Source: an optimization exercise on an open RTL-to-GDS flow (aim: small area, a short achievable clock period and few clock cycles per item). Production flows keep margins and buffers that such runs may drop.
No functional check of the RTL was part of any run shown here.
Power figures rest on the tool's default switching activity, not on a simulated workload.

==> design/flow/design.v <==
module crc_link (
  input  wire        clk,
  input  wire        rst,
  input  wire        cmd_valid,
  output wire        cmd_ready,
  input  wire [3:0]  cmd_code,
  input  wire [15:0] cmd_a,
  input  wire [7:0]  cmd_b,
  output reg         resp_valid,
  output reg         resp_ok,
  output reg  [15:0] resp_data,
  output wire        rx_req,
  input  wire        rx_valid,
  input  wire [7:0]  rx_data,
  input  wire        rx_end,
  output wire        tx_valid,
  output wire [7:0]  tx_data,
  input  wire        tx_ready,
  input  wire        tx_fail
);
  localparam [3:0] C_CRCCLR   = 4'h1, C_CRCSTEP = 4'h2, C_FRAMECRC = 4'h3,
                   C_ENCODE   = 4'h4, C_DECODE  = 4'h5, C_RECEIVE  = 4'h6,
                   C_TRANSMIT = 4'h7, C_LDB     = 4'h9, C_STB      = 4'hA,
                   C_RDST     = 4'hB;
  function [15:0] m16;
    input [15:0] c;
    integer i;
    begin
      m16 = c;
      for (i = 0; i < 16; i = i + 1)
        m16 = {m16[14:0], 1'b0} ^ (m16[15] ? 16'h1021 : 16'h0000);
    end
  endfunction
  reg [511:0] bv;                  
  reg [15:0]  crc;                 
  reg [6:0]   n_q;                 
  reg [6:0]   pos;                 
  reg [9:0]   rem;                 
  reg         match_q;             
  reg [1:0]   err;                 
  reg         busy, done_f, fail_f, res_ok;
  reg         rdy_q, cq_v, mode_d;
  reg [15:0]  cq_a;
  reg [7:0]   cq_b;
  reg         q_clr, q_step, q_fcrc, q_enc, q_dec, q_rcv, q_xmt, q_ldb, q_stb, q_rdst;
  reg         q_ok;                
  reg         q_sent;              
  reg         rx_req_q, tx_valid_q;
  reg [7:0]   tx_q;
  reg [15:0]  bk;                  
  reg         enc_pend;            
  reg         cache_v;             
  reg         s_act, xw, s_tx, s_res, s_fc;
  reg [4:0]   ra;                  
  reg         s_fdone, s_z;
  reg [15:0]  tw;                  
  reg         tw_full, tw_fold;
  reg [7:0]   th;                  
  reg         got, rload, rfold;
  reg c_rop, c_rack, c_rlen, c_rpay, c_ran, c_top, c_ta1, c_trest, c_ta2, c_wait;
  assign cmd_ready = rdy_q;
  assign rx_req    = rx_req_q;
  assign tx_valid  = tx_valid_q;
  assign tx_data   = tx_q;
  wire [7:0] b0 = bv[7:0];
  wire [7:0] b1 = bv[15:8];
  reg  [15:0] port;
  integer k;
  always @* begin
    port = 16'h0000;
    for (k = 0; k < 32; k = k + 1)
      port = port | (bv[16*k +: 16] & {16{ra == k}});
  end
  wire [15:0] ca = cmd_a;
  wire i_hi7z = (ca[15:7] == 9'd0);
  wire i_hi6z = i_hi7z & !ca[6];
  wire i_le64 = i_hi6z | (i_hi7z & (ca[5:0] == 6'd0));
  wire i_ge2  = |ca[15:1];
  wire i_ge4  = |ca[15:2];
  wire i_le60 = i_hi6z & ((ca[5:2] != 4'hF) | (ca[1:0] == 2'd0));
  wire i_lt6  = (ca[15:3] == 13'd0) & !(ca[2] & ca[1]);
  reg  i_ok;
  always @* begin
    case (cmd_code)
      C_CRCCLR, C_CRCSTEP, C_DECODE, C_RECEIVE: i_ok = 1'b1;
      C_FRAMECRC: i_ok = i_le64;
      C_ENCODE:   i_ok = !ca[0] & i_ge2 & i_le60;
      C_TRANSMIT: i_ok = !ca[0] & i_ge4 & i_le64;
      C_LDB, C_STB: i_ok = i_hi6z;
      C_RDST:     i_ok = i_lt6;
      default:    i_ok = 1'b0;
    endcase
  end
  wire i_rdst_ok = (cmd_code == C_RDST) & i_lt6;
  wire [15:0] a = cq_a;
  wire acc       = q_ok & (q_rdst | !busy);
  wire a_is_n    = (a[6:0] == n_q);
  wire fast      = !acc | q_dec | (q_rdst & (a[2:0] != 3'd1)) | (q_xmt & a_is_n);
  wire need_res  = enc_pend & !fast;
  wire need_fcrc = q_fcrc & acc & !q_sent & !(cache_v & a_is_n);
  wire go        = cq_v & !xw;
  wire exec      = go & !need_res & !need_fcrc;
  wire start_res = go & need_res;
  wire start_fc  = go & !need_res & need_fcrc;
  wire ex        = exec & acc;
  wire wr_ok     = cq_v & q_ok & !busy & !xw & !enc_pend;
  wire w_stb     = wr_ok & q_stb;
  wire w_enc     = wr_ok & q_enc;
  wire [6:0] jn      = s_fc ? a[6:0] : n_q;               
  wire [5:0] klast   = jn[6:1] - 6'd2;                    
  wire       tx_live = c_top | c_ta1 | c_trest;
  wire       fetch   = s_act & !s_fdone & (!tw_full | !tx_live);
  wire       s_fold  = s_act & tw_fold;
  wire       s_zero  = s_act & s_fdone & !tw_fold & !s_z;
  wire       s_fin   = s_act & s_z;
  wire       fc_done = s_fin & s_fc;
  wire       st_tx   = ex & q_xmt;
  wire       s_start = st_tx | start_res | start_fc;
  wire [6:0] sn      = start_res ? n_q : a[6:0];
  wire       stream_free = !s_act | s_z;
  wire eq4f   = (rx_data == 8'h4F);
  wire len_ok = (rx_data < 8'd30);
  wire r_last = (rem == 10'd1);
  wire [6:0] tdist = n_q - pos;
  wire t_last = (tdist == 7'd1);
  wire nx_chi = (tdist == 7'd2);
  wire nx_clo = (tdist == 7'd3);
  wire [7:0] nb_c = pos[0] ? (nx_clo ? crc[7:0] : tw[7:0]) : (nx_chi ? crc[15:8] : th);
  wire rxm     = c_rop | c_rlen | c_rpay;
  wire rx_tk   = rxm & rx_valid;
  wire rop_tk  = c_rop & rx_valid;
  wire rlen_tk = c_rlen & rx_valid;
  wire rpay_tk = c_rpay & rx_valid;
  wire verify  = rpay_tk & r_last;
  wire [15:0] cfin = m16(crc);
  wire vmatch  = (cfin[7:0] == tw[7:0]) & (cfin[15:8] == rx_data);
  wire f_rx_pre = (c_rop & !rx_valid & rx_end) |
                  (c_rack & !tx_ready & tx_fail) |
                  (c_rlen & (rx_valid ? !len_ok : rx_end)) |
                  (c_rpay & !rx_valid & rx_end & !got);
  wire f_rx_post = c_ran & match_q & !tx_ready & tx_fail;
  wire f_bad     = c_ran & !match_q & (tx_ready | tx_fail);
  wire f_tx      = (c_top & !tx_ready & tx_fail) |
                   (c_ta1 & (rx_valid ? !eq4f : rx_end)) |
                   (c_trest & tx_fail & !(tx_ready & t_last)) |
                   (c_ta2 & (rx_valid ? !eq4f : rx_end));
  wire ok_end    = (c_ran & match_q & tx_ready) | (c_ta2 & rx_valid & eq4f);
  wire end_now   = ok_end | f_rx_pre | f_rx_post | f_bad | f_tx;
  wire n_rop   = (ex & q_rcv) | (c_rop & !rx_valid & !rx_end);
  wire n_rack  = rop_tk | (c_rack & !tx_ready & !tx_fail);
  wire n_rlen  = (c_rack & tx_ready) | (c_rlen & !rx_valid & !rx_end);
  wire n_rpay  = (rlen_tk & len_ok) |
                 (c_rpay & (rx_valid ? !r_last : (!rx_end | got)));
  wire n_ran   = verify | (c_ran & !tx_ready & !tx_fail);
  wire n_top   = st_tx | (c_top & !tx_ready & !tx_fail);
  wire n_ta1   = (c_top & tx_ready) | (c_ta1 & !rx_valid & !rx_end);
  wire n_trest = (c_ta1 & rx_valid & eq4f) |
                 (c_trest & (tx_ready ? (!t_last & !tx_fail) : !tx_fail));
  wire n_ta2   = (c_trest & tx_ready & t_last) | (c_ta2 & !rx_valid & !rx_end);
  wire tx_tk   = (c_top | c_trest) & tx_ready;
  wire tw_use  = c_trest & tx_ready & pos[0] & !nx_clo;    
  wire       w_emb = s_fin & !s_fc;
  wire       w_en  = rx_tk | w_emb | w_enc | w_stb;
  wire [4:0] w_wa  = rxm ? pos[5:1] : s_act ? n_q[5:1] - 5'd1 : q_enc ? 5'd0 : a[5:1];
  wire [1:0] w_be  = rxm ? {pos[0], !pos[0]} : (s_act | q_enc) ? 2'b11 : {a[0], !a[0]};
  wire [15:0] w_d  = rxm ? {rx_data, rx_data} : s_act ? crc :
                     q_enc ? {a[8:1] - 8'd1, cq_b} : {cq_b, cq_b};
  always @(posedge clk) begin
    for (k = 0; k < 64; k = k + 1)
      if (w_en && w_wa == k / 2 && w_be[k % 2])
        bv[8*k +: 8] <= (k % 2) ? w_d[15:8] : w_d[7:0];
  end
  wire fresh  = rdy_q & cmd_valid;
  wire direct = fresh & (busy | (mode_d & (cmd_code == C_RDST)));
  wire to_q   = fresh & !direct;
  wire df = done_f | fail_f;
  wire [15:0] status = {5'd0, fail_f, done_f, busy, match_q, 1'b0, err, df, df, 1'b0, fail_f};
  wire [2:0]  rk = mode_d ? cmd_a[2:0] : a[2:0];
  reg  [15:0] rdst_val;
  always @* begin
    case (rk)
      3'd0:    rdst_val = status;
      3'd1:    rdst_val = crc;
      3'd2:    rdst_val = {9'd0, n_q};
      3'd3:    rdst_val = {9'd0, pos};
      3'd4:    rdst_val = {6'd0, rem};
      default: rdst_val = 16'd64;
    endcase
  end
  wire [7:0]  ldb_byte = a[0] ? port[15:8] : port[7:0];
  wire [15:0] rd_val = (mode_d | q_rdst) ? rdst_val : q_dec ? {b0, b1} : {8'd0, ldb_byte};
  wire consume  = exec | fc_done;
  wire held     = cq_v & !consume;
  wire enc_pend_n = (enc_pend & !(s_fin & s_res) & !st_tx) | (ex & q_enc);
  wire xw_n     = (xw & !s_fin) | start_res | start_fc;
  wire cache_kill = ex & (q_clr | q_step | q_enc | q_stb | q_rcv | q_xmt | (q_fcrc & q_sent));
  wire in_xfer  = (cmd_code == C_RECEIVE) | (cmd_code == C_TRANSMIT);
  wire in_fc_miss = (cmd_code == C_FRAMECRC) &
                    !(cache_v & !cache_kill & (cmd_a == {9'd0, n_q}));
  always @(posedge clk) begin
    if (rdy_q) begin
      cq_a   <= cmd_a;
      cq_b   <= cmd_b;
      q_clr  <= cmd_code == C_CRCCLR;
      q_step <= cmd_code == C_CRCSTEP;
      q_fcrc <= cmd_code == C_FRAMECRC;
      q_enc  <= cmd_code == C_ENCODE;
      q_dec  <= cmd_code == C_DECODE;
      q_rcv  <= cmd_code == C_RECEIVE;
      q_xmt  <= cmd_code == C_TRANSMIT;
      q_ldb  <= cmd_code == C_LDB;
      q_stb  <= cmd_code == C_STB;
      q_rdst <= cmd_code == C_RDST;
      q_ok   <= i_ok;
      q_sent <= ca[0] | !i_ge2;
    end
    if (s_start)
      ra <= 5'd1;
    else if (s_act & !s_fin) begin
      if (fetch) ra <= ra + 5'd1;
    end else
      ra <= rdy_q ? cmd_a[5:1] : cq_a[5:1];
    if (rop_tk) tw[7:0] <= rx_data;
    else if (rlen_tk) tw[15:8] <= rx_data;
    else if (rpay_tk) begin
      if (pos[0]) tw[15:8] <= rx_data; else tw[7:0] <= rx_data;
    end else if (fetch) tw <= port;
    if (st_tx) begin
      tx_q <= b0;
      th   <= b1;
    end else if (ex & q_rcv) begin
      tx_q <= 8'h4F;
    end else if (verify) begin
      tx_q <= vmatch ? 8'h4F : 8'h46;
    end else if (tx_tk) begin
      tx_q <= c_top ? th : nb_c;
      if (tw_use) th <= tw[15:8];
    end
    if (ex & q_rcv) bk <= crc;
    resp_data <= rd_val;
    if (rst) begin
      cq_v <= 1'b0; rdy_q <= 1'b1; mode_d <= 1'b0;
      resp_valid <= 1'b0; resp_ok <= 1'b0;
      rx_req_q <= 1'b0; tx_valid_q <= 1'b0;
      crc <= 16'd0; n_q <= 7'd0; pos <= 7'd0; rem <= 10'd0;
      match_q <= 1'b0; err <= 2'd0; busy <= 1'b0; done_f <= 1'b0; fail_f <= 1'b0;
      res_ok <= 1'b0; enc_pend <= 1'b0; cache_v <= 1'b0;
      s_act <= 1'b0; xw <= 1'b0; s_tx <= 1'b0; s_res <= 1'b0; s_fc <= 1'b0;
      s_fdone <= 1'b0; s_z <= 1'b0; tw_full <= 1'b0; tw_fold <= 1'b0;
      got <= 1'b0; rload <= 1'b0; rfold <= 1'b0;
      {c_rop, c_rack, c_rlen, c_rpay, c_ran, c_top, c_ta1, c_trest, c_ta2, c_wait} <= 10'd0;
    end else begin
      cq_v   <= rdy_q ? to_q : held;
      rdy_q  <= !held & !(to_q & (xw_n | enc_pend_n | in_fc_miss | in_xfer));
      mode_d <= (ex & (q_rcv | q_xmt)) | (mode_d & !to_q);
      resp_valid <= consume | direct;
      resp_ok    <= direct ? i_rdst_ok : (acc | fc_done);
      enc_pend   <= enc_pend_n;
      xw         <= xw_n;
      c_rop <= n_rop; c_rack <= n_rack; c_rlen <= n_rlen; c_rpay <= n_rpay; c_ran <= n_ran;
      c_top <= n_top; c_ta1 <= n_ta1; c_trest <= n_trest; c_ta2 <= n_ta2;
      rx_req_q   <= n_rop | n_rlen | n_rpay | n_ta1 | n_ta2;
      tx_valid_q <= n_rack | n_ran | n_top | n_trest;
      c_wait <= (end_now | c_wait) & !stream_free;
      if (end_now) res_ok <= ok_end;
      if (busy & (end_now | c_wait) & stream_free) begin
        busy   <= 1'b0;
        done_f <= end_now ? ok_end : res_ok;
        fail_f <= end_now ? !ok_end : !res_ok;
      end
      if (f_rx_pre | f_rx_post) err <= 2'd1;
      if (f_tx)  err <= 2'd2;
      if (f_bad) err <= 2'd3;
      rload <= rlen_tk & len_ok;
      rfold <= rpay_tk & pos[0] & !r_last;
      if (rop_tk) pos <= 7'd1;
      if (rlen_tk) begin
        pos <= 7'd2;
        rem <= {1'b0, rx_data, 1'b0} + 10'd4;
        got <= 1'b0;
      end
      if (rpay_tk) begin
        pos <= pos + 7'd1;
        rem <= rem - 10'd1;
        got <= !rx_end;
      end else if (c_rpay & rx_end) begin
        got <= 1'b0;
      end
      if (verify) match_q <= vmatch;
      if (ok_end & c_ran) begin
        n_q     <= pos;
        cache_v <= 1'b1;
      end
      if (tx_tk) pos <= pos + 7'd1;
      if (tw_use) tw_full <= 1'b0;
      if (s_start) begin
        s_act   <= 1'b1;
        s_tx    <= st_tx;
        s_res   <= start_res;
        s_fc    <= start_fc;
        s_fdone <= (sn[6:1] < 6'd3);
        s_z     <= 1'b0;
        tw_full <= 1'b0;
        tw_fold <= 1'b0;
      end else begin
        if (fetch) begin
          s_fdone <= ({1'b0, ra} == klast);
          tw_full <= 1'b1;
        end
        tw_fold <= fetch;
        if (s_zero) s_z <= 1'b1;
        if (s_fin) begin
          s_act <= 1'b0;
          if (!s_fc) cache_v <= 1'b1;
        end
      end
      if (f_rx_pre)
        crc <= bk;
      else if (verify)
        crc <= cfin;
      else if (rload)
        crc <= {tw[7:0], tw[15:8]};
      else if (rfold | s_fold)
        crc <= m16(crc) ^ tw;
      else if (s_start)
        crc <= {b0, b1};
      else if (s_zero)
        crc <= cfin;
      else if (ex & q_clr)
        crc <= 16'd0;
      else if (ex & q_step)
        crc <= m16(crc) ^ a;
      else if (ex & q_fcrc & q_sent)
        crc <= 16'hFFFF;
      if (cache_kill | start_fc) cache_v <= 1'b0;
      if (ex & q_enc) n_q <= a[6:0] + 7'd4;
      if (ex & q_rcv) begin
        busy <= 1'b1; done_f <= 1'b0; fail_f <= 1'b0;
        err <= 2'd0; match_q <= 1'b0; pos <= 7'd0; rem <= 10'd0; n_q <= 7'd0;
      end
      if (st_tx) begin
        busy <= 1'b1; done_f <= 1'b0; fail_f <= 1'b0;
        err <= 2'd0; pos <= 7'd0; n_q <= a[6:0];
      end
    end
  end
endmodule
==> design/flow/flow/run.sh <==
#!/bin/bash
# Standard layout, asking the timing repair for more setup margin.
set -euo pipefail
bash standard.sh SETUP_SLACK_MARGIN=7 finish > make_finish.log 2>&1
==> design/flow/standard.sh <==
#!/bin/bash
# synth_recipe.tcl (not shown) runs the flow's synth.tcl, then flattens the netlist and writes it again
# the make line also repeats each setting of config.mk as NAME=value (left out here)
make -C /OpenROAD-flow-scripts/flow DESIGN_CONFIG=/design/flow/config.mk WORK_HOME=/design/flow/orfs CLKGATE_MAP_FILE= SYNTH_SCRIPT=/design/flow/synth_recipe.tcl "${@:-finish}"
==> design/flow/config.mk <==
export PLATFORM = sky130hd
export DESIGN_NAME = crc_link
export DESIGN_NICKNAME = crc_link
export VERILOG_FILES = /design/flow/design.v
export SDC_FILE = /design/flow/constraint.sdc
export NUM_CORES = 8
export LEC_CHECK = 0
export CAP_MARGIN = 10
export CORE_MARGIN = 2
export CORE_UTILIZATION = 60
export PLACE_DENSITY = 0.7
export SLEW_MARGIN = 10
export TNS_END_PERCENT = 100
==> design/flow/constraint.sdc <==
create_clock -name core_clock -period 10.0 [get_ports {clk}]
set_input_delay 2.0000 -clock core_clock [delete_from_list [all_inputs] [get_ports {clk}]]
set_output_delay 2.0000 -clock core_clock [all_outputs]
set_load 0.01 [all_outputs]
==> summary.txt, run 1 <==
- The run finished, with violations left.
- The run did not pass the layout checks because of slew limit.
- IR analysis of the VDD net gives a maximum drop of roughly 230 uV.
- The part of the Yosys area used for sequential elements is 63.59%.
- Data arrives at the worst endpoint at roughly 4300 ps.
- edfxtp_1 is the most common cell in the netlist.
- STA classifies the critical path startpoint as a flop.
- Setup repair after global routing could not meet its margin everywhere.
- The number of library cell types mapped by synthesis is 107.
- The total negative setup slack is 0 ps.
- After layout, the worst path uses 37.86% of the clock period.
- Before antenna repair, the detailed router went through 9 iterations.
- Global routing used 47.04% of the available tracks.
- Once layout is complete, the utilization of the core stands at 79.18%.
- The minimum setup slack among reg-to-reg paths is 6210 ps.
- The pin count of the biggest net entering global routing is 59.
- The count of flip-flops with a built-in enable after synthesis is 595.
- The number of antenna violations at the first check in global routing is 2.
- The multi-input combinational cells in the finished layout cover a total of 13180 um2.
- The die height is 232.0 um.
- Counting instances in the post-synthesis netlist gives the leading cell types as edfxtp_1 (595), nor2_1 (224), nand2_1 (165).
- The count of hold-fix buffers inserted at cts is 0.
- The max-slew violation count is 1.
- For this run, the number of Yosys warnings is 1.
- The worst setup path is of the reg -> reg kind.
- CTS built an H-tree with a depth of 3.
- The die is roughly 230 um wide.
- The headroom to the max-slew limit is -0.7611%.
- After filler insertion, the fill cell instance count of the layout stands at 2792.
- The number of register bits inferred by synthesis is 693.
- The final routed DRC violation total is 0.
- Static timing analysis puts the maximum clock frequency at 264.1 MHz.
- Of the cells placed in the final design, the portion with a size suffix greater than 1 is 32.45%.
- The cell at the root of the clock tree is clkbuf_16.
- The proportion of netlist area held by the largest area contributor is 57.30%.
- Across the run, the number of max-cap violations was 0.
- The total number of vias is 26840.
- The count of buffers from port buffering is 71.
- The core region is 51300 um2.
- The final setup violation count is 0.
- The routability congestion estimate from global placement is 0.9850.
- Across the whole layout, storage elements account for 19900 um2.
- Power comes to slightly below 7000 uW.
- The required time of the critical path is between 10000 and 15000 ps.
- After detailed routing, the total wire length is 136900 um.
- The first global-routing pass estimated 177500 um of wire.
- In the routed layout, each cell is associated on average with a via count of 7.720.
- The total clock buffers created by CTS is 70.
- The worst setup path is captured at a flop.
- In this run the power density over the cells is 169.2 nW/um2.
- Ranked by total cell area, the synthesized netlist is headed by edfxtp_1 (57%), dfxtp_1 (6.3%), a22oi_1 (3.4%), nor2_1 (2.7%), nand2_1 (2.0%).
- The async set-or-reset flop fraction in the synthesized netlist is 0%.
- The synthesized net count is between 2000 and 3000.
- The count of nets left with antenna violations once routing finished came out at 0.
- The actual transition at the worst max-transition pin is 1511 ps.
- The clock tree from TritonCTS is done.
- The class of the worst hold path is reg -> reg.
- The layout overhead on the synthesized area is 30.27%.
- In this run the cell area of the synthesized design comes to ~31000 um2.
- The primary flip-flop cell chosen by synthesis mapping is edfxtp_1.
- Once detailed placement completed, the half-perimeter wirelength came to 77550 um.
- The clock skew is 25.59 ps.
- The per-instance average area after synthesis is 12.65 um2.
- In the final design database the tool counted 2805 nets.
- The buffer depth of the longest clock path is 3.
- The worst path meets setup with between 6000 and 7000 ps of slack.
- CTS saw between 600 and 700 sinks.
- The worst-case setup slack after placement is approximately 4500 ps.
- The effective utilization at floorplan is between 60% and 70%.
- The total die area is roughly 54000 um2.
- The via count of the first global-routing pass is about 24000.
- The cell type with the largest total area after synthesis is edfxtp_1.
- The post-synthesis cell count is 2465.
- The number of top-level pins is 72.
- The total leakage power is approximately 0.014 uW.
- Dividing the detail-routed wire length by the instance count gives 39.40 um.
- The worst-path maximum fanout is 15.
- The initial detailed-routing violation count is between 5000 and 6000.
- The time the worst path needs with I/O delays and setup is between 3000 and 4000 ps.
- The number of failing hold endpoints at the final stage is 0.
- After global routing the overflow that remains totals 0.
- The floorplan row count is 83.
- The clock transition at the register clock pins on the worst setup and hold paths after CTS is 70 ps.
- At the later pin of the worst-skew pair, clock insertion delay measures 660 ps.
[flip-flops by register name, summed over array words and instances (netlist names), 2 cells and up]
register,cells
ra,5
pos,7
bv,512
rem,10
resp_data,16
cq_b,8
n_q,7
th,8
crc,16
err,2
cq_a,16
tx_q,8
tw,16
bk,16
[worst max-delay path, cell delays in order (launching register included)]
cell,delay [ps]
dfxtp_4,360
inv_2,60
ha_4,200
buf_4,160
nor4bb_4,150
buf_4,270
a222oi_1,1240
nand4_1,300
nor3_4,310
buf_12,200
mux2i_1,90
a31o_2,310
[per-layer routing]
metal	global-route usage, %	wire length [um]	vias up	part of all wire [%]
li1	-	-	10220	-
met5	0	13	-	0.0095
met2	71.19	59090	2957	43
met1	57.64	42110	12750	31
met3	13.11	21420	905	16
met4	35.68	14320	2	10
[path summary, 6_finish.rpt]
path,startpoint,end,depth (start not counted)
min reg2reg,s_res,s_res,2
max reg2reg,ra[1],resp_data[7],11
min,s_res,s_res,2
max,ra[1],resp_data[7],11
[layout by cell type, fill, tap and decap left out, drive strengths merged, types with 19 or more instances in the layout]
cell    Yosys  layout
ha         22      22
a31oi      28      28
a22o       45      45
xor2       36      36
clkinv      1      23
a21oi     115     120
a211oi     28      28
edfxtp    595     595
dfxtp      98      98
buf        56     337
nor3       45      45
nor2      224     224
nand2     167     169
nand3      56      57
nor4       19      19
inv        36      38
a22oi     141     141
a221oi     52      52
and3       20      20
nand4      43      43
xnor2      53      53
clkbuf    129      99
o21ai      89      89
a222oi     29      29
mux2i      57      57
[final cells by class]
class / count / share of cell area, %
clock buffers: 90 / 4.648
multi-input cells: 1562 / 32.44
clock inverters: 38 / 1.140
diodes: 1 / 0.006160
flip-flops and latches: 693 / 48.99
repair buffers: 375 / 10.29
well taps: 680 / 2.094
inverters: 37 / 0.3881
[power by group]
part / internal [uW] / switching [uW]
registers: 3190 / 37.2
logic: 311 / 538
clock network: 1560 / 1230
total: 5060 / 1810
[stage by stage]
stage	hold slack, ps	std cells	cell area [um2]
2_1_floorplan	402.9	2465	32480
3_3_place_gp	436.3	3080	33450
3_5_place_dp	454.3	3080	33450
4_1_cts	462.9	3397	39130
5_1_grt	480.9	3475	40620
6_report	483.9	3476	40620
[cell families (layout without fill, tap and decap cells)]
logic type                 count (synthesis)  count (layout)  synth area share (%)
and+or+nand+nor                          711             716                 11.60
DFF                                      693             693                 63.59
AOI/OAI and AO/OA                        643             650                 14.80
buffers and inverters                    222             540                 3.069
xor gates and xnor gates                  97              97                 3.330
muxes                                     76              76                 2.660
adders and majority gates                 23              23                0.9469
other                                      0               1                     0
[timing repair]
item	CTS	global route
resized for setup	541	167
setup endpoints to repair	1150	799
endpoints found under the hold margin	0	0
setup buffers	171	70
gates cloned	18	7
pin swaps	127	143
==> inputs of run 2 (changes only) <==
==> design/flow/run.sh (new file) <==
#!/bin/bash
# synth_recipe.tcl (not shown) runs the flow's synth.tcl, then flattens the netlist and writes it again
# the make line also repeats each setting of config.mk as NAME=value (left out here)
make -C /OpenROAD-flow-scripts/flow DESIGN_CONFIG=/design/flow/config.mk WORK_HOME=/design/flow/orfs CLKGATE_MAP_FILE= SYNTH_SCRIPT=/design/flow/synth_recipe.tcl finish
--- a/design/flow/config.mk
+++ b/design/flow/config.mk
@@ -10,4 +10,5 @@
 export CORE_UTILIZATION = 60
 export PLACE_DENSITY = 0.7
+export SETUP_SLACK_MARGIN = 5
 export SLEW_MARGIN = 10
 export TNS_END_PERCENT = 100
removed: design/flow/flow/run.sh
removed: design/flow/standard.sh
==> summary.txt, run 2 <==
- The run finished with no timing, DRC or antenna violations.
- 0 antenna diodes ended up in the layout.
- For this configuration, the core starts out at a cell density of 60.78%.
- Sequential elements use about 64% of the synthesized area.
- The number of nets still failing antenna checks after routing is 0.
- The worst path arrival time is 5460 ps.
- The clock transition at the register clock pins on the worst setup and hold paths after CTS is 60 ps.
- Cells fill 68.18% of the core in the end.
- Setup repair after global routing left no endpoint under its margin.
- The synthesized net count is 2531.
- Max-cap violations in this run came to 0.
- The max-slew violation count was 0.
- The worst hold slack is about 450 ps.
- Input and output buffers added on the ports amount to 71.
- The final layout contains routed wiring with a total length of 113800 um.
- The number of register bits inferred by synthesis is about 700.
- The total leakage power is about 0.012 uW.
- The minimum setup slack among reg-to-reg paths is ~5800 ps.
- In this run the worst path has a maximum fanout of 11.
- After synthesis, the netlist uses ~110 different library cells.
- The clock skew is around 23 ps.
- The fraction of layout instances using a drive strength above 1 is 10.18%.
- The register with the highest flop count is bv.
- The final routed DRC violation total is 0.
- Setup violations remaining at the end of the flow were counted as 0.
- The fraction of power consumed by combinational cells is under 10%.
- The worst hold path was traced through 2 stages.
- Fill cells in the final layout number ~3700.
- The H-tree was split into 3 levels.
- The netlist area before placement is 31180 um2.
- The number of failing hold endpoints at the final stage is 0.
- The final critical path takes up 49.13% of the cycle.
- The first-pass iteration count of the detailed router is 9.
- For this design, the sink count on the clock tree is 693.
- The cell with the most instances after synthesis is edfxtp_1.
- The pin count of the biggest net entering global routing is slightly below 60.
- Leaving out fill and tap cells, the most frequent cells in the layout are edfxtp_1 (595), nor2_1 (224), nand2_1 (165).
- Detailed placement finished with a half-perimeter wire length of 78860 um.
- The die covers 53810 um2.
- The cell type with the largest total area after synthesis is edfxtp_1.
- The aggregate global-route resource usage is 42.58%.
- Measured against its own limit, the worst slew margin works out to 19.11%.
- TritonCTS built the clock tree.
- The proportion of netlist area held by the largest area contributor is 57.30%.
- The capture instance of the worst register-to-register path is resp_data[7].
- The worst setup path is captured at a flop.
- The primary flip-flop cell chosen by synthesis mapping is edfxtp_1.
- The clock latency on the worst-skew pair is 640 ps.
- The count of hold-fix buffers inserted at cts is 0.
- The final route contains 23750 vias.
- Adding up every negative setup slack in the final design gives 0 ps.
- In the final routed layout, each cell accounts on average for about 35 um.
- The clock network burns 41.0% of the power.
- The die height is 232.0 um.
- The via count of the first global-routing pass is 22090.
- The routability congestion estimate from global placement is 1.017.
- The logic depth of the worst register-to-register path is 9.
- After layout, the minimum clock period comes to 4913 ps.
- The first-pass GRT wire length is 161800 um.
- The startpoint of the worst register-to-register path is ra[1].
- Synthesis produced 2465 cells.
- The endpoint of the most critical setup path is crc[7].
- The total net switching power is 1615 uW.
- After the first detailed-routing iteration, the DRC count stood at 4709.
- At the pin with the least slew margin, the transition time is roughly 1200 ps.
- The start point of the critical path is rx_data[5].
- The internal power of the cells totals 4896 uW.
- For this run, the top clock speed supported by timing is 203.5 MHz.
- The count of flip-flops with a built-in enable after synthesis is 595.
- The most frequent standard cell in the layout excluding fill and tap cells is edfxtp_1.
- The number of top-level pins is a little over 70.
- In the post-synthesis netlist, the biggest area contributors are edfxtp_1 (57%), dfxtp_1 (6.3%), a22oi_1 (3.4%), nor2_1 (2.7%), nand2_1 (2.0%).
- The category of the most critical setup path is in -> reg.
- Net switching is around 25% of the power.
- The async set-or-reset flop fraction in the synthesized netlist is 0%.
- The placed instance area is approximately 33000 um2.
- The per-instance average area after synthesis is about 13 um2.
- The commonest cells after synthesis are edfxtp_1 (595), nor2_1 (224), nand2_1 (165).
- Compared with the post-synthesis result, the final layout area differs by 12.17%.
- The required time of the critical path is 10540 ps.
- The total overflow left after global routing is 0.
- The finished cells cover between 30000 and 40000 um2.
- STA classifies the critical path startpoint as a primary input.
- The final layout contains 2551 nets.
- VDD sags by at most 176.5 uV.
- The width of the die is between 200 and 250 um.
- Per report_power, the sequential group accounts for 49.8% of the total.
- The clock passes through at most 3 buffers.
- The number of antenna violations at the first check in global routing is 1.
- In this run the core area contains 83 standard-cell rows.
- For this design the ratio of total power to cell area is 186.1 nW/um2.
- The total clock buffers created by CTS is 72.
- The cell at the root of the clock tree is clkbuf_16.
- The region available for standard cell placement spans 51300 um2.
- The min-delay analysis places its worst path in the category reg -> reg.
- For this run, the number of Yosys warnings is 1.
- The ratio of routed vias to standard cells is 7.369.
- The register with the most flip-flops in the layout has 512 of them.
[run 2: cell counts after synthesis]
Identical to the previous run, type by type.
[run 2: worst min-delay path by stage]
stage,from,endpoint,slack [ps]
3_3_place_gp,s_res,s_res,440
5_1_grt,s_res,s_res,470
4_1_cts,s_res,s_res,450
3_5_place_dp,s_res,s_res,440
2_1_floorplan,crc[11],bk[11],400
6_report,s_res,s_res,450
[run 2: metal layers]
metal,wire length [um],vias up,GRT usage (%)
li1,-,9662,-
met1,40510,11510,57.18
met2,50580,2170,64.68
met3,14660,412,9.614
met4,8077,0,23.58
met5,0,-,0
[run 2: power by group through the flow]
stage / combinational, uW / clock (uW) / sequential (uW)
6_report: 596 / 2670 / 3240
4_1_cts: 573 / 2670 / 3240
2_1_floorplan: 318 / 0 / 3280
3_3_place_gp: 566 / 0 / 3300
3_5_place_dp: 570 / 0 / 3300
5_1_grt: 613 / 2780 / 3240
[run 2: cell families after synthesis]
| logic type | Yosys count | share of synthesized area (%) |
|---|---|---|
| AO/OA/AOI/OAI | 643 | 14.80 |
| XOR/XNOR | 97 | 3.330 |
| buffers and inverters | 222 | 3.069 |
| AND/OR/NAND/NOR | 711 | 11.60 |
| flip-flops | 693 | 63.59 |
| adder cells (fa/ha/maj) | 23 | 0.9469 |
| multiplexers | 76 | 2.660 |
[run 2: worst max-delay path, stage by stage]
cell,delay (ps)
clkdlybuf4s50_1,650
or4b_1,620
a21oi_1,380
o221ai_1,370
a31oi_2,630
o311ai_1,220
or4_1,490
o211ai_1,90
[run 2: final cells by class]
cell class	count	area [um2]	area share [%]
tap	680	850.8	2.432
clock buffer	100	2009	5.745
inverter	37	138.9	0.3970
multi-input combinational	1550	10660	30.46
clock inverter	32	337.8	0.9658
timing repair buffer	131	1154	3.298
sequential	693	19830	56.70
[run 2: what timing repair did]
item | 4_1_cts | 5_1_grt
pin swaps | 0 | 1
gates resized for setup | 1 | 1
hold endpoints to repair | 0 | 0
buffers inserted | 0 | 2
endpoints found under the setup margin | 4 | 2
[run 2: stage by stage]
stage	cells	setup WS, ps	total power (uW)
2_1_floorplan	2465	5960	3594
3_3_place_gp	3088	4127	3867
3_5_place_dp	3089	4084	3872
4_1_cts	3221	5033	6480
5_1_grt	3223	5073	6634
6_report	3223	5087	6511
==> inputs of run 3 (changes only) <==
--- a/design/flow/config.mk
+++ b/design/flow/config.mk
@@ -6,9 +6,11 @@
 export NUM_CORES = 8
 export LEC_CHECK = 0
-export CAP_MARGIN = 10
+export CAP_MARGIN = 20
 export CORE_MARGIN = 2
 export CORE_UTILIZATION = 60
+export CTS_BUF_LIST = sky130_fd_sc_hd__clkbuf_4 sky130_fd_sc_hd__clkbuf_8
+export CTS_CLUSTER_SIZE = 30
 export PLACE_DENSITY = 0.7
 export SETUP_SLACK_MARGIN = 5
-export SLEW_MARGIN = 10
+export SLEW_MARGIN = 20
 export TNS_END_PERCENT = 100
==> summary.txt, run 3 <==
- The total negative setup slack is 0 ps.
- The via count of the first global-routing pass was 22320.
- The first routing iteration left 4288 violations.
- Setup repair after global routing left no endpoint under its margin.
- The HPWL after detailed placement is 78820 um.
- The floorplan step set the die height to approximately 230 um.
- For this design the ratio of total power to cell area is 179.1 nW/um2.
- TritonCTS created 107 clock buffers.
- The biggest area contributor in the post-synthesis netlist is edfxtp_1.
- The clock latency on the worst-skew pair is slightly below 800 ps.
- After synthesis, the most frequently instantiated cells are edfxtp_1 (595), nor2_1 (224), nand2_1 (165).
- Port buffering added 71 buffers.
- The category of the most critical setup path is in -> reg.
- The number of antenna violations at the first check in global routing is 1.
- The total leakage power is around 0.012 uW.
- The run finished with no timing, DRC or antenna violations.
- The async set-or-reset flop fraction in the synthesized netlist is 0%.
- The number of nets still failing antenna checks after routing is 0.
- The core region is 51300 um2.
- The type of element launching the critical path is a primary input.
- The worst hold path was traced through 2 stages.
- Buffers inserted to repair hold after CTS numbered 0.
- After detailed routing, the number of vias per cell comes to 7.290.
- Of the synthesized area, sequential elements account for 63.59%.
- Hold timing on the final database bottoms out at a slack of 454.4 ps.
- The sink count of the clock tree is just under 700.
- The headroom to the max-slew limit is 22.31%.
- The clock transition at the register clock pins on the worst setup and hold paths after CTS is 60 ps.
- For this configuration, the core starts out at a cell density of between 60% and 70%.
- Dividing the synthesized area by the synthesized cell count gives 12.65 um2.
- In this run the worst hold path is classified as reg -> reg.
- The count of buffers added by post-CTS timing repair for setup is 0.
- The worst-path maximum fanout is 23.
- The H-tree was split into 3 levels.
- In this run the critical register-to-register path is launched from ra[1].
- The count of flip-flops with a built-in enable after synthesis is 595.
- The number of failing hold endpoints at the final stage is 0.
- Global routing consumed, over all layers together, 42.31% of the routing resources.
- The logic depth of the worst register-to-register path is 9.
- The number of placed instances, taps included is ~3100.
- After global routing the overflow that remains totals 0.
- The pin count of the biggest net entering global routing is 59.
- The flip-flop count of the largest register, all copies and words added is 512.
- IR analysis of the VDD net gives a maximum drop of 168.1 uV.
- Leaving out fill and tap cells, the most frequent cell in the layout is edfxtp_1.
- The number of library cell types mapped by synthesis is 107.
- After detailed routing, the average wire length per cell comes to 34.55 um.
- The synthesized net count is between 2000 and 3000.
- The clock skew is ~55 ps.
- The worst hold path begins at s_res.
- slightly above 70 I/O pins were placed.
- The endpoint identified for the worst register-to-register timing path is resp_data[7].
- Setup violations remaining at the end of the flow were counted as 0.
- Across all register-to-register paths, the minimum setup slack is 5770 ps.
- The total number of vias is 23890.
- The number of nets at the end of the flow is 2584.
- From synthesis to final layout, the design area changed by 11.46%.
- The number of register bits inferred by synthesis is ~690.
- Measured on the finished design, the core utilization comes to 67.75%.
- The total die area is about 54000 um2.
- The time the worst path needs with I/O delays and setup is 4810 ps.
- The design draws 6225 uW.
- The max-slew violation count was 0.
- The ratio of final minimum period to clock period is about half.
- TritonCTS built the clock tree.
- The first-pass iteration count of the detailed router is 8.
- STA puts the critical path data required time at around 11000 ps.
- In the post-synthesis netlist, the biggest area contributors are edfxtp_1 (57%), dfxtp_1 (6.3%), a22oi_1 (3.4%), nor2_1 (2.7%), nand2_1 (2.0%).
- The routability congestion estimate from global placement is slightly above 1.
- The final standard cell count with taps included and fillers excluded is 3277.
- The actual transition at the worst max-transition pin is 1153 ps.
- In the layout the commonest cells are edfxtp_1 (595), nor2_1 (224), nand2_1 (165).
- The first-pass GRT wire length is about 160000 um.
- After detailed routing, the number of remaining DRC violations is 0.
- The cell at the root of the clock tree is clkbuf_8.
- After synthesis the cells add up to 31180 um2.
- From left edge to right edge, the die measures 232.0 um.
- The buffer depth of the longest clock path is 3.
- At the worst endpoint, the arrival time is 5380 ps.
- For this block, the routed nets add up to 113200 um of wire.
- The cell count after synthesis came out at roughly 2500.
- Of the cells placed in the final design, the portion with a size suffix greater than 1 is 12.33%.
- The maximum clock frequency is approximately 210 MHz.
- The endpoint of the worst hold-timing path is s_res.
- Max-cap violations in this run came to 0.
- The primary flip-flop cell chosen by synthesis mapping is edfxtp_1.
- The number of warnings reported in the yosys synthesis log is 1.
- The floorplan row count is 83.
- The register with the most flip-flops in the final layout is bv.
- The number of fill cells in the layout is 3737.
- Of the post-synthesis cell area, the dominant cell type holds 57.30%.
- The element type at the critical path end is a flop.
- The cell with the most instances after synthesis is edfxtp_1.
-- run 3: cell counts after synthesis --
Identical to the previous run, type by type.
-- run 3: worst max-delay path, cell delays in order --
cell and delay [ps]:
clkdlybuf4s50_1 670, or4b_1 610, a21oi_1 360, o221a_2 620
nand4_1 620, o21ai_0 420, a31oi_1 70
-- run 3: layout make-up --
class / instances / area, um2 / share of cell area, %
inverter: 37 / 138.9 / 0.3996
timing repair buffer: 129 / 1141 / 3.283
multi-input combinational: 1550 / 10660 / 30.66
clock buffer: 151 / 1834 / 5.277
clock inverter: 36 / 301.5 / 0.8675
antenna: 1 / 2.502 / 0.007199
sequential: 693 / 19830 / 57.06
tap: 680 / 850.8 / 2.448
-- run 3: where the power goes --
group          internal [uW]  switching [uW]
logic                    197             398
registers               3200            48.3
clock network           1240            1140
-- run 3: worst max-delay path by stage --
stage / startpoint / slack (ps) / end
floorplan: rx_data[5] / 5960 / crc[7]
global placement: rx_valid / 4130 / crc[7]
detailed placement: rx_valid / 4080 / crc[7]
CTS: rx_valid / 5170 / crc[7]
global route: rx_data[5] / 5030 / crc[7]
finish: rx_data[6] / 5190 / crc[3]
-- run 3: kinds of logic after synthesis --
logic type / synth area share, %
adder cells (fa/ha/maj): 0.9469
flip-flops: 63.59
AND/OR/NAND/NOR: 11.60
multiplexers: 2.660
buffers and inverters: 3.069
XOR/XNOR: 3.330
AO/OA/AOI/OAI: 14.80
-- run 3: routing by layer --
| layer | track usage [%] | vias up | share of wire, % |
|---|---|---|---|
| met1 | 56.37 | 11540 | 36 |
| met3 | 9.528 | 401 | 13 |
| li1 | - | 9757 | - |
| met4 | 24.74 | 4 | 7.0 |
| met2 | 64.18 | 2187 | 44 |
| met5 | 0 | - | 0.11 |
-- run 3: timing repair --
action	CTS	global route
setup endpoints to repair	1	1
hold endpoints to repair	0	0
resized for setup	1	1
-- run 3: stage by stage --
| step | cell area, um2 | worst slack (ps) |
|---|---|---|
| 2_1_floorplan | 31180 | 5960 |
| 3_3_place_gp | 32610 | 4127 |
| 3_5_place_dp | 32610 | 4076 |
| 4_1_cts | 34750 | 5172 |
| 5_1_grt | 34760 | 5032 |
| 6_report | 34760 | 5190 |
==> inputs of run 4 (changes only) <==
==> design/flow/flow/run.sh (new file) <==
#!/bin/bash
# Standard layout, asking the timing repair for more setup margin.
set -euo pipefail
bash standard.sh SETUP_SLACK_MARGIN=7 finish > make_finish.log 2>&1
==> design/flow/standard.sh (new file) <==
#!/bin/bash
# synth_recipe.tcl (not shown) runs the flow's synth.tcl, then flattens the netlist and writes it again
# the make line also repeats each setting of config.mk as NAME=value (left out here)
make -C /OpenROAD-flow-scripts/flow DESIGN_CONFIG=/design/flow/config.mk WORK_HOME=/design/flow/orfs CLKGATE_MAP_FILE= SYNTH_SCRIPT=/design/flow/synth_recipe.tcl "${@:-finish}"
--- a/design/flow/config.mk
+++ b/design/flow/config.mk
@@ -12,5 +12,4 @@
 export CTS_CLUSTER_SIZE = 30
 export PLACE_DENSITY = 0.7
-export SETUP_SLACK_MARGIN = 5
 export SLEW_MARGIN = 20
 export TNS_END_PERCENT = 100
removed: design/flow/run.sh
==> summary.txt, run 4 <==
- The run finished with no timing, DRC or antenna violations.
- For this run, the post-layout net count is between 2000 and 3000.
- Across the VDD grid, the largest voltage drop is 154.9 uV.
- The total number of vias is between 20000 and 30000.
- The number of nets still failing antenna checks after routing is 0.
- The first-pass iteration count of the detailed router is 9.
- The via count of the first global-routing pass came to ~24000.
- The endpoint identified for the worst register-to-register timing path is resp_data[4].
- The placed instance area is 33470 um2.
- The minimum setup slack among reg-to-reg paths is around 6700 ps.
- The headroom to the max-slew limit is 7.866%.
- The total leakage power is 0.01406 uW.
- Setup violations remaining at the end of the flow were counted as 0.
- The layout overhead on the synthesized area is 29.65%.
- The synthesized net count is 2531.
- After routing, the total negative slack on setup checks comes to 0 ps.
- The clock transition at the register clock pins on the worst setup and hold paths after CTS is 60 ps.
- The register with the highest flop count is bv.
- The initial detailed-routing violation count is a little under 5000.
- The effective utilization at floorplan is 60.78%.
- Across all setup checks in the final design, the least slack found is 6569 ps.
- The first-pass GRT wire length is between 150000 and 200000 um.
- Entering global routing, the biggest net connects 59 pins.
- The worst path arrival time is 4110 ps.
- The cell sitting at the root of the clock tree is a clkbuf_8.
- After synthesis, flip-flops and latches occupy 63.59% of the total area.
- The cell with the most instances after synthesis is edfxtp_1.
- The count of buffers from port buffering is 71.
- between 70 and 80 I/O pins were placed.
- The number of fill cells in the layout is 2870.
- By area the synthesized netlist is led by edfxtp_1 (57%), dfxtp_1 (6.3%), a22oi_1 (3.4%), nor2_1 (2.7%), nand2_1 (2.0%).
- The H-tree was split into 3 levels.
- The per-instance average area after synthesis is between 10 and 15 um2.
- The ratio of final minimum period to clock period is 34.31%.
- The clock latency on the worst-skew pair is about 800 ps.
- The primary flip-flop cell chosen by synthesis mapping is edfxtp_1.
- The class of the worst hold path is reg -> reg.
- The element type at the critical path end is a flop.
- The number of failing hold endpoints at the final stage is 0.
- The sum of overflow across all layers after global routing is 0.
- The synthesized design spends more area on one cell type than any other, namely edfxtp_1.
- The die covers 53810 um2.
- By count the netlist is led by edfxtp_1 (595), nor2_1 (224), nand2_1 (165).
- The logic depth of the worst register-to-register path is 11.
- The buffer depth of the longest clock path is 3.
- In the layout the commonest cells are edfxtp_1 (595), buf_4 (177), nor2_1 (141).
- Synthesis produced 2465 cells.
- The async set-or-reset flop fraction in the synthesized netlist is 0%.
- The worst-case setup slack after placement is approximately 4500 ps.
- The finished cells cover 40430 um2.
- The clock tree from TritonCTS is done.
- The number of cells traversed by the worst hold path is 2.
- The tool flagged a number of max-cap violations equal to 0.
- After detailed routing, the number of vias per cell comes to between 7 and 8.
- The proportion of netlist area held by the largest area contributor is a little under three fifths.
- Setup repair after global routing could not meet its margin everywhere.
- The cell area that synthesis handed to floorplanning was ~31000 um2.
- The most frequent standard cell in the layout excluding fill and tap cells is edfxtp_1.
- Of the cells placed in the final design, the portion with a size suffix greater than 1 is 34.27%.
- Counting the buffers created by CTS gives 107.
- Detailed placement ended at an HPWL of 77540 um.
- The actual transition at the worst max-transition pin is between 1000 and 1500 ps.
- For the worst setup path, the data required time is ~11000 ps.
- The number of warnings reported in the yosys synthesis log is 1.
- The floorplan row count is 83.
- From bottom edge to top edge, the die measures 232.0 um.
- The total wirelength of the detailed-routed design is 130900 um.
- The total core area is 51300 um2.
- The number of antenna violations at the first check in global routing came to 5.
- The die is 232.0 um wide.
- The flip-flop count of the largest register, all copies and words added is 512.
- The sink count of the clock tree is 693.
- Measured on the finished design, the core utilization comes to ~80%.
- The startpoint identified for the worst register-to-register timing path is ra[3].
- In this run the most critical hold path is launched from s_res.
- STA classifies the critical path startpoint as a primary input.
- The time the worst path needs with I/O delays and setup is 3431 ps.
- In the global route stage, overall resource usage came out at 46.07%.
- The endpoint of the worst hold-timing path is s_res.
- Of all nets on the critical path, the largest fanout is 4.
- Routability-driven placement finished with a final weighted congestion of roughly 0.99.
- The number of library cell types mapped by synthesis is ~110.
- Overall power consumption after layout is estimated at 6594 uW.
- The final routed DRC violation total is 0.
- The max-slew violation count is 0.
- The count of flip-flops with a built-in enable after synthesis is 595.
- After detailed routing, the average wire length per cell comes to approximately 37 um.
- The maximum clock frequency is 291.4 MHz.
- In this run, synthesis produced a sequential element count of 693.
- On the final layout, the worst clock skew is 55.93 ps.
- The critical path is of the in -> reg type.
- The total power density per cell area is roughly 160 nW/um2.
==> run 4: cell counts after synthesis <==
Identical to the previous run, type by type.
==> run 4: through the flow <==
| stage | std cells | hold WS (ps) |
|---|---|---|
| 4_1_cts | 3426 | 464.7 |
| 3_3_place_gp | 3080 | 436.3 |
| 6_report | 3554 | 472.5 |
| 2_1_floorplan | 2465 | 402.9 |
| 5_1_grt | 3551 | 476.7 |
| 3_5_place_dp | 3080 | 454.7 |
==> run 4: timing repair <==
| action | CTS | global route |
|---|---|---|
| pin swaps | 102 | 117 |
| cloned | 14 | 7 |
| resized for setup | 486 | 180 |
| setup endpoints to repair | 1035 | 790 |
| hold buffers | 0 | 0 |
| setup buffers | 137 | 117 |
==> run 4: power breakdown <==
part	total, uW	internal [uW]	leakage [uW]	switching (uW)
logic	820	302	0.00665	518
clock network	2550	1330	0.00119	1210
registers	3230	3190	0.00623	35.0
total	6590	4830	0.0141	1760
==> run 4: layer usage <==
layer | GRT usage (%) | up-vias | share of wire (%)
met5 | 0 | - | 0.11
met4 | 33.85 | 6 | 11
met3 | 15.05 | 895 | 15
met2 | 69.42 | 2774 | 43
met1 | 55.66 | 12580 | 31
li1 | - | 10360 | -
==> run 4: layout make-up <==
type,instances,area (um2),area share [%]
well taps,680,850.8,2.104
flip-flops and latches,693,19890,49.20
clock inverters,43,371.6,0.9192
repair buffers,383,4177,10.33
diodes,3,7.507,0.01857
multi-input cells,1563,13120,32.44
clock buffers,152,1854,4.587
inverters,37,160.2,0.3961
==> run 4: worst max path at each step <==
stage,start,to,slack [ps],depth (start not counted)
6_report,rx_valid,crc[7],6570,10
5_1_grt,cmd_a[7],q_ok,6530,10
4_1_cts,cmd_a[13],q_ok,6610,10
3_5_place_dp,rx_valid,crc[12],4530,9
3_3_place_gp,rx_valid,crc[12],4520,9
2_1_floorplan,cmd_a[10],q_ok,6100,8
==> run 4: kinds of logic after synthesis <==
logic type / share of synthesized area [%]
muxes: 2.660
DFF: 63.59
and+or+nand+nor: 11.60
xor gates and xnor gates: 3.330
adders and majority gates: 0.9469
AOI/OAI and AO/OA: 14.80
buffers and inverters: 3.069
==> run 4: critical path, stage by stage <==
cell and delay, ps:
buf_8 80, buf_12 100, or4b_4 470, a21oi_4 270
o221ai_4 180, a31oi_1 220, buf_4 160, o311ai_2 100
or4_1 430, o211ai_1 90
==> inputs of run 5 (changes only) <==
--- a/design/flow/design.v
+++ b/design/flow/design.v
@@ -43,7 +43,5 @@
   reg [15:0]  cq_a;
   reg [7:0]   cq_b;
-  reg         q_clr, q_step, q_fcrc, q_enc, q_dec, q_rcv, q_xmt, q_ldb, q_stb, q_rdst;
-  reg         q_ok;                
-  reg         q_sent;              
+  reg         v_clr, v_step, v_fsent, v_fjob, v_enc, v_dec, v_rcv, v_xmt, v_ldb, v_stb, v_rdst;
   reg         rx_req_q, tx_valid_q;
   reg [7:0]   tx_q;
@@ -58,4 +56,7 @@
   reg [7:0]   th;                  
   reg         got, rload, rfold;
+  reg         rxw;                 
+  reg         vpend;               
+  reg         c_fix;               
   reg c_rop, c_rack, c_rlen, c_rpay, c_ran, c_top, c_ta1, c_trest, c_ta2, c_wait;
   assign cmd_ready = rdy_q;
@@ -80,23 +81,13 @@
   wire i_le60 = i_hi6z & ((ca[5:2] != 4'hF) | (ca[1:0] == 2'd0));
   wire i_lt6  = (ca[15:3] == 13'd0) & !(ca[2] & ca[1]);
-  reg  i_ok;
-  always @* begin
-    case (cmd_code)
-      C_CRCCLR, C_CRCSTEP, C_DECODE, C_RECEIVE: i_ok = 1'b1;
-      C_FRAMECRC: i_ok = i_le64;
-      C_ENCODE:   i_ok = !ca[0] & i_ge2 & i_le60;
-      C_TRANSMIT: i_ok = !ca[0] & i_ge4 & i_le64;
-      C_LDB, C_STB: i_ok = i_hi6z;
-      C_RDST:     i_ok = i_lt6;
-      default:    i_ok = 1'b0;
-    endcase
-  end
   wire i_rdst_ok = (cmd_code == C_RDST) & i_lt6;
   wire [15:0] a = cq_a;
-  wire acc       = q_ok & (q_rdst | !busy);
+  wire v_any     = v_clr | v_step | v_fsent | v_fjob | v_enc | v_dec | v_rcv | v_xmt |
+                   v_ldb | v_stb;
+  wire acc       = v_rdst | (v_any & !busy);
   wire a_is_n    = (a[6:0] == n_q);
-  wire fast      = !acc | q_dec | (q_rdst & (a[2:0] != 3'd1)) | (q_xmt & a_is_n);
+  wire fast      = !acc | v_dec | (v_rdst & (a[2:0] != 3'd1)) | (v_xmt & a_is_n);
   wire need_res  = enc_pend & !fast;
-  wire need_fcrc = q_fcrc & acc & !q_sent & !(cache_v & a_is_n);
+  wire need_fcrc = v_fjob & !busy & !(cache_v & a_is_n);
   wire go        = cq_v & !xw;
   wire exec      = go & !need_res & !need_fcrc;
@@ -104,7 +95,7 @@
   wire start_fc  = go & !need_res & need_fcrc;
   wire ex        = exec & acc;
-  wire wr_ok     = cq_v & q_ok & !busy & !xw & !enc_pend;
-  wire w_stb     = wr_ok & q_stb;
-  wire w_enc     = wr_ok & q_enc;
+  wire wr_ok     = cq_v & !busy & !xw & !enc_pend;
+  wire w_stb     = wr_ok & v_stb;
+  wire w_enc     = wr_ok & v_enc;
   wire [6:0] jn      = s_fc ? a[6:0] : n_q;               
   wire [5:0] klast   = jn[6:1] - 6'd2;                    
@@ -115,5 +106,5 @@
   wire       s_fin   = s_act & s_z;
   wire       fc_done = s_fin & s_fc;
-  wire       st_tx   = ex & q_xmt;
+  wire       st_tx   = ex & v_xmt;
   wire       s_start = st_tx | start_res | start_fc;
   wire [6:0] sn      = start_res ? n_q : a[6:0];
@@ -135,8 +126,8 @@
   wire [15:0] cfin = m16(crc);
   wire vmatch  = (cfin[7:0] == tw[7:0]) & (cfin[15:8] == rx_data);
+  wire f_pay    = c_rpay & !rx_valid & rx_end & !got;    
   wire f_rx_pre = (c_rop & !rx_valid & rx_end) |
                   (c_rack & !tx_ready & tx_fail) |
-                  (c_rlen & (rx_valid ? !len_ok : rx_end)) |
-                  (c_rpay & !rx_valid & rx_end & !got);
+                  (c_rlen & (rx_valid ? !len_ok : rx_end)) | c_fix;
   wire f_rx_post = c_ran & match_q & !tx_ready & tx_fail;
   wire f_bad     = c_ran & !match_q & (tx_ready | tx_fail);
@@ -147,9 +138,10 @@
   wire ok_end    = (c_ran & match_q & tx_ready) | (c_ta2 & rx_valid & eq4f);
   wire end_now   = ok_end | f_rx_pre | f_rx_post | f_bad | f_tx;
-  wire n_rop   = (ex & q_rcv) | (c_rop & !rx_valid & !rx_end);
+  wire n_rop   = (ex & v_rcv) | (c_rop & !rx_valid & !rx_end);
   wire n_rack  = rop_tk | (c_rack & !tx_ready & !tx_fail);
   wire n_rlen  = (c_rack & tx_ready) | (c_rlen & !rx_valid & !rx_end);
   wire n_rpay  = (rlen_tk & len_ok) |
                  (c_rpay & (rx_valid ? !r_last : (!rx_end | got)));
+  wire [5:0] rq = pos[5:0] - 6'd1;                       
   wire n_ran   = verify | (c_ran & !tx_ready & !tx_fail);
   wire n_top   = st_tx | (c_top & !tx_ready & !tx_fail);
@@ -161,9 +153,9 @@
   wire tw_use  = c_trest & tx_ready & pos[0] & !nx_clo;    
   wire       w_emb = s_fin & !s_fc;
-  wire       w_en  = rx_tk | w_emb | w_enc | w_stb;
-  wire [4:0] w_wa  = rxm ? pos[5:1] : s_act ? n_q[5:1] - 5'd1 : q_enc ? 5'd0 : a[5:1];
-  wire [1:0] w_be  = rxm ? {pos[0], !pos[0]} : (s_act | q_enc) ? 2'b11 : {a[0], !a[0]};
-  wire [15:0] w_d  = rxm ? {rx_data, rx_data} : s_act ? crc :
-                     q_enc ? {a[8:1] - 8'd1, cq_b} : {cq_b, cq_b};
+  wire       w_en  = rxw | w_emb | w_enc | w_stb;
+  wire [4:0] w_wa  = rxw ? rq[5:1] : s_act ? n_q[5:1] - 5'd1 : v_enc ? 5'd0 : a[5:1];
+  wire [1:0] w_be  = rxw ? {rq[0], !rq[0]} : (s_act | v_enc) ? 2'b11 : {a[0], !a[0]};
+  wire [15:0] w_d  = rxw ? tw : s_act ? crc :
+                     v_enc ? {a[8:1] - 8'd1, cq_b} : {cq_b, cq_b};
   always @(posedge clk) begin
     for (k = 0; k < 64; k = k + 1)
@@ -174,6 +166,8 @@
   wire direct = fresh & (busy | (mode_d & (cmd_code == C_RDST)));
   wire to_q   = fresh & !direct;
-  wire df = done_f | fail_f;
-  wire [15:0] status = {5'd0, fail_f, done_f, busy, match_q, 1'b0, err, df, df, 1'b0, fail_f};
+  wire okn = ok_end & stream_free;
+  wire dn  = done_f | okn;
+  wire df  = done_f | fail_f | okn;
+  wire [15:0] status = {5'd0, fail_f, dn, busy & !okn, match_q, 1'b0, err, df, df, 1'b0, fail_f};
   wire [2:0]  rk = mode_d ? cmd_a[2:0] : a[2:0];
   reg  [15:0] rdst_val;
@@ -189,10 +183,10 @@
   end
   wire [7:0]  ldb_byte = a[0] ? port[15:8] : port[7:0];
-  wire [15:0] rd_val = (mode_d | q_rdst) ? rdst_val : q_dec ? {b0, b1} : {8'd0, ldb_byte};
+  wire [15:0] rd_val = (mode_d | v_rdst) ? rdst_val : v_dec ? {b0, b1} : {8'd0, ldb_byte};
   wire consume  = exec | fc_done;
   wire held     = cq_v & !consume;
-  wire enc_pend_n = (enc_pend & !(s_fin & s_res) & !st_tx) | (ex & q_enc);
+  wire enc_pend_n = (enc_pend & !(s_fin & s_res) & !st_tx) | w_enc;
   wire xw_n     = (xw & !s_fin) | start_res | start_fc;
-  wire cache_kill = ex & (q_clr | q_step | q_enc | q_stb | q_rcv | q_xmt | (q_fcrc & q_sent));
+  wire cache_kill = ex & (v_clr | v_step | v_enc | v_stb | v_rcv | v_xmt | v_fsent);
   wire in_xfer  = (cmd_code == C_RECEIVE) | (cmd_code == C_TRANSMIT);
   wire in_fc_miss = (cmd_code == C_FRAMECRC) &
@@ -202,16 +196,15 @@
       cq_a   <= cmd_a;
       cq_b   <= cmd_b;
-      q_clr  <= cmd_code == C_CRCCLR;
-      q_step <= cmd_code == C_CRCSTEP;
-      q_fcrc <= cmd_code == C_FRAMECRC;
-      q_enc  <= cmd_code == C_ENCODE;
-      q_dec  <= cmd_code == C_DECODE;
-      q_rcv  <= cmd_code == C_RECEIVE;
-      q_xmt  <= cmd_code == C_TRANSMIT;
-      q_ldb  <= cmd_code == C_LDB;
-      q_stb  <= cmd_code == C_STB;
-      q_rdst <= cmd_code == C_RDST;
-      q_ok   <= i_ok;
-      q_sent <= ca[0] | !i_ge2;
+      v_clr   <= cmd_code == C_CRCCLR;
+      v_step  <= cmd_code == C_CRCSTEP;
+      v_fsent <= (cmd_code == C_FRAMECRC) & i_le64 & (ca[0] | !i_ge2);
+      v_fjob  <= (cmd_code == C_FRAMECRC) & i_le64 & !ca[0] & i_ge2;
+      v_enc   <= (cmd_code == C_ENCODE) & !ca[0] & i_ge2 & i_le60;
+      v_dec   <= cmd_code == C_DECODE;
+      v_rcv   <= cmd_code == C_RECEIVE;
+      v_xmt   <= (cmd_code == C_TRANSMIT) & !ca[0] & i_ge4 & i_le64;
+      v_ldb   <= (cmd_code == C_LDB) & i_hi6z;
+      v_stb   <= (cmd_code == C_STB) & i_hi6z;
+      v_rdst  <= i_rdst_ok;
     end
     if (s_start)
@@ -229,5 +222,5 @@
       tx_q <= b0;
       th   <= b1;
-    end else if (ex & q_rcv) begin
+    end else if (ex & v_rcv) begin
       tx_q <= 8'h4F;
     end else if (verify) begin
@@ -237,5 +230,5 @@
       if (tw_use) th <= tw[15:8];
     end
-    if (ex & q_rcv) bk <= crc;
+    if (ex & v_rcv) bk <= crc;
     resp_data <= rd_val;
     if (rst) begin
@@ -248,10 +241,10 @@
       s_act <= 1'b0; xw <= 1'b0; s_tx <= 1'b0; s_res <= 1'b0; s_fc <= 1'b0;
       s_fdone <= 1'b0; s_z <= 1'b0; tw_full <= 1'b0; tw_fold <= 1'b0;
-      got <= 1'b0; rload <= 1'b0; rfold <= 1'b0;
+      got <= 1'b0; rload <= 1'b0; rfold <= 1'b0; rxw <= 1'b0; vpend <= 1'b0; c_fix <= 1'b0;
       {c_rop, c_rack, c_rlen, c_rpay, c_ran, c_top, c_ta1, c_trest, c_ta2, c_wait} <= 10'd0;
     end else begin
       cq_v   <= rdy_q ? to_q : held;
       rdy_q  <= !held & !(to_q & (xw_n | enc_pend_n | in_fc_miss | in_xfer));
-      mode_d <= (ex & (q_rcv | q_xmt)) | (mode_d & !to_q);
+      mode_d <= (ex & (v_rcv | v_xmt)) | (mode_d & !to_q);
       resp_valid <= consume | direct;
       resp_ok    <= direct ? i_rdst_ok : (acc | fc_done);
@@ -273,4 +266,7 @@
       if (f_bad) err <= 2'd3;
       rload <= rlen_tk & len_ok;
+      rxw   <= rx_tk;
+      vpend <= verify;
+      c_fix <= f_pay;
       rfold <= rpay_tk & pos[0] & !r_last;
       if (rop_tk) pos <= 7'd1;
@@ -315,7 +311,7 @@
         end
       end
-      if (f_rx_pre)
+      if (c_fix)
         crc <= bk;
-      else if (verify)
+      else if (vpend)
         crc <= cfin;
       else if (rload)
@@ -327,13 +323,13 @@
       else if (s_zero)
         crc <= cfin;
-      else if (ex & q_clr)
+      else if (ex & v_clr)
         crc <= 16'd0;
-      else if (ex & q_step)
+      else if (ex & v_step)
         crc <= m16(crc) ^ a;
-      else if (ex & q_fcrc & q_sent)
+      else if (ex & v_fsent)
         crc <= 16'hFFFF;
       if (cache_kill | start_fc) cache_v <= 1'b0;
-      if (ex & q_enc) n_q <= a[6:0] + 7'd4;
-      if (ex & q_rcv) begin
+      if (ex & v_enc) n_q <= a[6:0] + 7'd4;
+      if (ex & v_rcv) begin
         busy <= 1'b1; done_f <= 1'b0; fail_f <= 1'b0;
         err <= 2'd0; match_q <= 1'b0; pos <= 7'd0; rem <= 10'd0; n_q <= 7'd0;
==> summary.txt, run 5 <==
- In the final layout, the share of cells above drive strength 1 is 28.74%.
- Measured against its own limit, the worst slew margin works out to 2.284%.
- The die height is 232.6 um.
- The cell with the most instances after synthesis is edfxtp_1.
- The floorplan row count is 83.
- The first global-routing pass estimated 170200 um of wire.
- The cell at the root of the clock tree is clkbuf_8.
- For this run, the number of standard cells in the final layout without fillers is 3631.
- The share of the Yosys chip area taken by registers is a little under two thirds.
- The category of the most critical setup path is reg -> reg.
- Counting the buffers created by CTS gives 109.
- The maximum level of the CTS H-tree is 3.
- The dominant delay contributor by cell family on the critical path is compound AO/OA/AOI/OAI gates.
- Entering global routing, the biggest net connects slightly above 50 pins.
- The required time of the critical path is between 10000 and 15000 ps.
- Counting both buffers and inverters, the worst setup path holds a total of 3.
- Ranked by instance count, the synthesized netlist is headed by edfxtp_1 (595), nor2_1 (247), nand2_1 (209).
- Adding up every negative setup slack in the final design gives 0 ps.
- After filler insertion, the fill cell instance count of the layout stands at 3128.
- In this run the worst path has a maximum fanout of 28.
- The number of top-level pins is 72.
- The total die area is 54100 um2.
- Yosys mapped the design onto 87 distinct sky130hd cell types.
- Setup violations remaining at the end of the flow were counted as 0.
- The number of failing hold endpoints at the final stage came to 0.
- The flow ran to the end and the layout has no timing, DRC or antenna violations.
- The clock tree from TritonCTS is done.
- Counting tap cells, the placed design contains a total of 3227 instances.
- The buffer depth of the longest clock path is 3.
- The class of the worst hold path is reg -> reg.
- The total power density per cell area is 193.0 nW/um2.
- Setup repair after global routing could not meet its margin everywhere.
- After synthesis, the share of flip-flops with an asynchronous set or reset is 0%.
- The HPWL after detailed placement is 76720 um.
- The via count of the first global-routing pass is 24030.
- After clock tree synthesis, the flow added hold-fix buffers numbering 0.
- After layout, the design draws a total of 7615 uW.
- The post-synthesis cell count is 2566.
- The cell with the largest stage delay on the worst path is a222oi_1.
- After clock tree synthesis, the clock-pin slew on the worst setup and hold paths is around 70 ps.
- The library cell used most frequently in the layout, excluding fill and tap cells, is edfxtp_1.
- The layout overhead on the synthesized area is 25.85%.
- The aggregate global-route resource usage is 44.80%.
- The stage delay of the slowest cell on the critical path is roughly 1200 ps.
- For this run, the leading register cell type out of synthesis is edfxtp_1.
- The initial detailed-routing violation count is 4807.
- In this run the static leakage power is between 0.01 and 0.015 uW.
- The maximum ir drop on the vdd rail is 170.5 uV.
- The element type at the critical path end is a flop.
- The number of register bits inferred by synthesis is around 700.
- In the final routed layout, each cell accounts on average for 35.30 um.
- The synthesized design contains 595 enable-type register cells.
- The flip-flop count of the largest register, all copies and words added is 512.
- The synthesized netlist occupies a cell area of 31350 um2.
- The proportion of netlist area held by the largest area contributor is 56.99%.
- At the pin with the least slew margin, the transition time is 1466 ps.
- Data arrives at the worst endpoint at between 4000 and 5000 ps.
- The ratio of final minimum period to clock period is between 30% and 40%.
- After detailed routing, the number of vias per cell comes to roughly 7.3.
- The first detailed-routing pass took 9 iterations.
- The count of buffers from port buffering is 71.
- For the final database, setup skew stands at 26.36 ps.
- The worst setup path is launched from a flop.
- The sum of overflow across all layers after global routing is 0.
- The final routed DRC violation total is 0.
- Ranked by total cell area, the synthesized netlist is headed by edfxtp_1 (57%), dfxtp_1 (6.4%), a22oi_1 (3.8%), nor2_1 (3.0%), nand2_1 (2.5%).
- The net count of the finished layout is between 2000 and 3000.
- The tool flagged a number of max-cap violations equal to 0.
- The effective utilization at floorplan is 60.87%.
- The width of the die is 232.6 um.
- In this run the remaining antenna-violating nets after routing total 0.
[run 5: cell types whose count changed after synthesis, moves of 10 or more]
cell / previous run / this run
a221oi_1: 51 / 32
a222oi_1: 29 / 19
a22oi_1: 141 / 157
clkbuf_1: 125 / 141
nor2b_1: 11 / 25
nand4_1: 43 / 58
xnor2_1: 48 / 64
nor2_1: 224 / 247
buf_2: 40 / 19
or3_1: 15 / 5
a211oi_1: 26 / 38
inv_1: 36 / 49
nand2_1: 165 / 209
[run 5: cell families after synthesis]
kind of cell / synth area share [%]
DFF: 63.44
adders and majority gates: 0.9817
xor gates and xnor gates: 3.272
and+or+nand+nor: 12.08
buffers and inverters: 2.829
muxes: 2.510
AOI/OAI and AO/OA: 14.89
[run 5: worst register-to-register path: stages (launching register included)]
cell and delay (ps):
dfxtp_4 430, bufbuf_16 400, nor4bb_4 110, buf_6 160, a222oi_1 1200, o2111ai_1 280, a211oi_2 220, buf_4 170
nand2_1 60, o211ai_1 140, nand3_1 100
[run 5: path summary, 6_finish.rpt]
check         from           end  slack [ps]  cells after the start
min            got         c_fix         470                      1
max reg2reg  ra[2]  resp_data[2]        6610                     10
max          ra[2]  resp_data[2]        6610                     10
min reg2reg    got         c_fix         470                      1
[run 5: power breakdown]
part	switching, uW	leakage [uW]	total (uW)	internal [uW]
sequential	120	0.00626	3420	3300
clock	1210	0.00120	2530	1330
combinational	1030	0.00601	1660	633
[run 5: routing by layer]
| metal | part of all wire [%] | global-route usage (%) | vias to the layer above | routed length [um] |
|---|---|---|---|---|
| li1 | - | - | 10560 | - |
| met1 | 32 | 56.12 | 12570 | 41510 |
| met2 | 43 | 66.40 | 2565 | 54510 |
| met3 | 15 | 14.56 | 744 | 19260 |
| met4 | 10 | 30.63 | 12 | 12810 |
| met5 | 0.062 | 0 | - | 80 |
[run 5: metrics by stage]
| step | setup WS (ps) | hold WS [ps] | instance area, um2 | utilization [%] |
|---|---|---|---|---|
| global route | 6661 | 490.5 | 39450 | 76.59 |
| detailed placement | 5399 | 461.5 | 33460 | 64.96 |
| floorplan | 6505 | 402.9 | 31860 | - |
| CTS | 6671 | 471.6 | 37660 | 73.12 |
| global placement | 5424 | 458.3 | 33410 | 64.85 |
| finish | 6612 | 470.1 | 39460 | 76.60 |
[run 5: what timing repair did]
action                                  4_1_cts  5_1_grt
pin swaps                                    55       90
resized for setup                           467      169
endpoints found under the setup margin      802      493
setup buffers                                80      105
cloned                                       11        2
[run 5: area by class of cell]
type | instances | area [um2] | area share [%]
Antenna cell | 4 | 10.01 | 0.02537
Clock buffer | 155 | 1914 | 4.852
Timing Repair Buffer | 353 | 3608 | 9.145
Tap cell | 680 | 850.8 | 2.156
Inverter | 51 | 230.2 | 0.5835
Multi-Input combinational cell | 1646 | 12510 | 31.70
Sequential cell | 696 | 19980 | 50.64
Clock inverter | 46 | 355.3 | 0.9006

Re-timed with assumed drivers on the ports (clkbuf_16 on the clock, buf_2 on other inputs), run 5 has 6.612 ns of setup slack against 6.612 ns with ideal ports, and 5.972 ns once port delays also move by the mid clock arrival of 0.803 ns.
